What follows belongs to an exercise in optimizing a design on an open flow for small area, a short achievable clock period and few clock cycles; a production flow would make more cautious choices. Where RTL was checked, it was by simulation tests only, not by an equivalence proof against the original.

== v6 ==
Design vfdc, start of the top module:
module vfdc (
    input  wire          clk,
    input  wire          rst,               
    input  wire          cfg_layout_b,      
    input  wire          cfg_halt_policy,   
    input  wire          in_valid,
    input  wire [31:0]   in_data,
    output wire          in_ready,
    output reg           out_valid,
    output reg  [2:0]    out_st,
    output reg  [1:0]    out_kind,
    output reg  [2:0]    out_acc,
    output reg  [23:0]   out_frame24,
    output reg  [7:0]    out_computed,
    output reg           out_msg_valid,
    output reg  [7:0]    out_msg_len,
    output wire [2039:0] out_msg_data,
    output reg           out_key_valid,
    output wire [7:0]    out_key_code,
    output wire [4:0]    out_key_flags,
    output wire          viol,
    output wire          halt
);
    localparam [2:0] ST_OK       = 3'd0;
    localparam [2:0] ST_CSUM     = 3'd1;
    localparam [2:0] ST_INV_META = 3'd2;
    localparam [2:0] ST_INV_DATA = 3'd3;
    localparam [2:0] ST_HALTED   = 3'd4;
    localparam [1:0] K_DECL = 2'd0;
    localparam [1:0] K_EOM  = 2'd1;
    localparam [1:0] K_DATA = 2'd2;
    localparam [1:0] K_KEY  = 2'd3;
    localparam [2:0] A_NONE       = 3'd0;
    localparam [2:0] A_DECLARED   = 3'd1;
    localparam [2:0] A_APPENDED   = 3'd2;
    localparam [2:0] A_IGNORED    = 3'd3;
    localparam [2:0] A_COMPLETED  = 3'd4;
    localparam [2:0] A_TERMINATED = 3'd5;
    assign in_ready = 1'b1;
    wire [23:0] raw = in_data[23:0];
    wire       a_meta    = raw[23];
    wire [3:0] a_type    = raw[22:19];
    wire [3:0] a_seq     = raw[18:15];
    wire [6:0] a_csum    = raw[14:8];
    wire [7:0] a_payload = raw[7:0];
    wire [3:0] b_seq     = raw[23:20];
    wire [6:0] b_csum    = raw[19:13];
    wire [7:0] b_key     = raw[12:5];
    wire [4:0] b_flags   = raw[4:0];
    wire [8:0] a_sum = {8'd0, a_meta} + {5'd0, a_type} + {5'd0, a_seq} + {1'b0, a_payload};
    wire [8:0] b_sum = {5'd0, b_seq} + {1'b0, b_key}
                     + {8'd0, b_flags[4]} + {8'd0, b_flags[3]} + {8'd0, b_flags[2]}
                     + {8'd0, b_flags[1]} + {8'd0, b_flags[0]};
    wire [8:0] a_avg = a_sum / 9'd4;
    wire [8:0] b_avg = b_sum / 9'd7;
    wire [7:0] computed = cfg_layout_b ? b_avg[7:0] : a_avg[7:0];
    wire [6:0] csum     = cfg_layout_b ? b_csum : a_csum;
  ...
export LEC_CHECK = 0
export CAP_MARGIN = 20
export CORE_AREA = 5 5 445 445
export DIE_AREA = 0 0 450 450
export PLACE_DENSITY = 0.6
export SETUP_SLACK_MARGIN = 5
export SLEW_MARGIN = 20
create_clock -name core_clock -period 9.0 [get_ports {clk}]
run.sh (not shown) runs the stock make flow with config.mk's settings and CLKGATE_MAP_FILE= SYNTH_SCRIPT=/design/flow/synth_recipe.tcl, a recipe that flattens the netlist after the stock synthesis.
v6 never completed; the flow aborted with a tool error in I/O pin placement.
Inputs modified between v6 and v7:
Settings: CORE_AREA: 5 5 445 445 -> 5 5 755 755; PLACE_DENSITY: 0.6 -> 0.35; DIE_AREA: 0 0 450 450 -> 0 0 760 760.
Findings:
- v7 did not stop at any stage, and its layout met the timing, design-rule and antenna checks.
- Overall die width was lower in the run labelled v6.
- Comparing v7 against v6, there is no change at all in post-synthesis share of cell area spent on and, or, nand and nor gates.
- v7 -> v6: synthesized cell area delta 0, exact match
- Starting density of the core: v7 vs v6 down 23 points
- v7 vs v6 — total number of placement rows rose about 70%.
- From v6 to v7, sequential-to-total area share from yosys stat did not move at all.
- From v6 to v7, multiplexer area fraction after synthesis did not move at all.
Function was not checked in any run of this note: the RTL went through the layout flow alone.

== run A ==
vfdc, a different RTL version from the one above (not shown whole).
For scale: ~5400 cells after synthesis, ~2100 I/O pins, roughly 70000 um^2 of cells after synthesis.
// vfdc
module vfdc (
    input  wire          clk,
    input  wire          rst,               
    input  wire          cfg_layout_b,      
    input  wire          cfg_halt_policy,   
    input  wire          in_valid,
    input  wire [31:0]   in_data,
    output wire          in_ready,
    output reg           out_valid,
    output reg  [2:0]    out_st,
    output reg  [1:0]    out_kind,
    output reg  [2:0]    out_acc,
    output reg  [23:0]   out_frame24,
    output reg  [7:0]    out_computed,
    output reg           out_msg_valid,
    output reg  [7:0]    out_msg_len,
    output wire [2039:0] out_msg_data,
    output reg           out_key_valid,
    output wire [7:0]    out_key_code,
    output wire [4:0]    out_key_flags,
    output wire          viol,
    output wire          halt
);
==> flow/config.mk <==
export PLATFORM = sky130hd
export DESIGN_NAME = vfdc
export DESIGN_NICKNAME = vfdc
export VERILOG_FILES = /design/flow/design.v
export SDC_FILE = /design/flow/constraint.sdc
export NUM_CORES = 4
export LEC_CHECK = 0
export CAP_MARGIN = 20
export CORE_AREA = 5 5 495 495
export DIE_AREA = 0 0 500 500
export PLACE_DENSITY = 0.55
export SETUP_SLACK_MARGIN = 5
export SLEW_MARGIN = 20
==> flow/constraint.sdc <==
create_clock -name core_clock -period 9.0 [get_ports {clk}]
set_input_delay 1.8000 -clock core_clock [delete_from_list [all_inputs] [get_ports {clk}]]
set_output_delay 1.8000 -clock core_clock [all_outputs]
set_load 0.01 [all_outputs]
standard.sh (not shown) runs the stock make flow with config.mk's settings and CLKGATE_MAP_FILE= SYNTH_SCRIPT=/design/flow/synth_recipe.tcl, a recipe that flattens the netlist after the stock synthesis.
==> flow/flow/run.sh <==
#!/bin/bash
# Layout flow: the standard flow (standard synthesis unchanged), with
#  - every port buffered by sky130_fd_sc_hd__buf_1 instead of the default
#    buffer cell buffer_ports picks;
#  - pins on met3 (left, right) and on met2 and met4 (top, bottom), one
#    routing track apart, so that the 2100-odd ports fit on the edge of a
#    die sized for the cells.
# Each make step writes its full log under orfs/logs/; this script's own
# output goes to run_flow.log.
set -euo pipefail
export BUFFER_PORTS_ARGS="-buffer_cell sky130_fd_sc_hd__buf_1"
export PLACE_PINS_ARGS="-min_distance 1 -min_distance_in_tracks"
export IO_PLACER_H="met3"
export IO_PLACER_V="met2 met4"
bash standard.sh finish > run_flow.log 2>&1
FAIL run A @ global routing (5_1_grt): tool exited with error
Testbench counts of run A, summed over its fixed seeds: cycles 40,048.
Inputs modified between run A and run B:
# run A
export LEC_CHECK = 0
export CAP_MARGIN = 20
export CORE_AREA = 5 5 495 495
export DIE_AREA = 0 0 500 500
export PLACE_DENSITY = 0.55
export SETUP_SLACK_MARGIN = 5
export SLEW_MARGIN = 20
create_clock -name core_clock -period 9.0 [get_ports {clk}]
# run B
export LEC_CHECK = 0
export CAP_MARGIN = 20
export CORE_AREA = 5 5 495 495
export DIE_AREA = 0 0 500 500
export PLACE_DENSITY = 0.55
export SLEW_MARGIN = 20
create_clock -name core_clock -period 9.0 [get_ports {clk}]
--- a/flow/flow/run.sh
+++ b/flow/flow/run.sh
@@ -4,2 +4,4 @@
 #    buffer cell buffer_ports picks;
+#  - timing repair aiming for 5.6 ns of setup slack, and clock sinks
+#    clustered 40 to a buffer;
 #  - pins on met3 (left, right) and on met2 and met4 (top, bottom), one
@@ -14,2 +16,4 @@
 export IO_PLACER_V="met2 met4"
+export SETUP_SLACK_MARGIN=5.6
+export CTS_ARGS="-sink_clustering_enable -repair_clock_nets -sink_clustering_size 40 -sink_clustering_max_diameter 100"
 bash standard.sh finish > run_flow.log 2>&1
--- outcome ---
- Run B got as far as global routing (5_1_grt), where a tool error ended the run.
- ~same final estimated routing congestion in global placement in run B and run A
- From run B to run A, count of unique library cells instantiated by Yosys did not move at all.
- | CTS buffer count | lower: run B |
- Run B vs run A — number of H-tree branching levels dropped 1.
- Effective utilization at floorplan came out exactly the same in run B and run A.
- Run A -> run B: clock sink total delta 0, exact match
- From run A to run B the numbers moved as follows: synthesized area about even, post-CTS resize count went up 80, number of enable-type register cells in the synthesized netlist saw little to no change.
- Run A -> run B: flip-flop and latch count after synthesis delta 0, exact match
- Comparing run A against run B, there is no change at all in number of buffers inserted for hold repair after clock tree synthesis.

afterwards: timing with drivers on the ports:
Ports are ideal in the flow. The routed layout listed here was re-timed in OpenROAD.
Step 1, drivers: a clkbuf_16 drives clk and a buf_2 each remaining input, both assumed.
Step 2 times the ports against the registers' clock, not the clock port: input delays grow and output delays shrink by t, the midpoint of the rising clock arrivals with the driver on.
Slacks: ideal ports / drivers / drivers and shift; pairs: ideal ports / drivers.
run: v7
t (ns): 0.978
setup WS [ns]: 3.162 / 3.180 / 2.202
worst setup path at the end: input to register
slew at the worst register clock pin (ns): 0.07 / 0.07
worst slew at a driven data input, ns: 0.22
After both steps setup and hold are still met in v7. The setup slack of v7 moves by +0.018 ns with the drivers and by -0.960 ns with both steps.
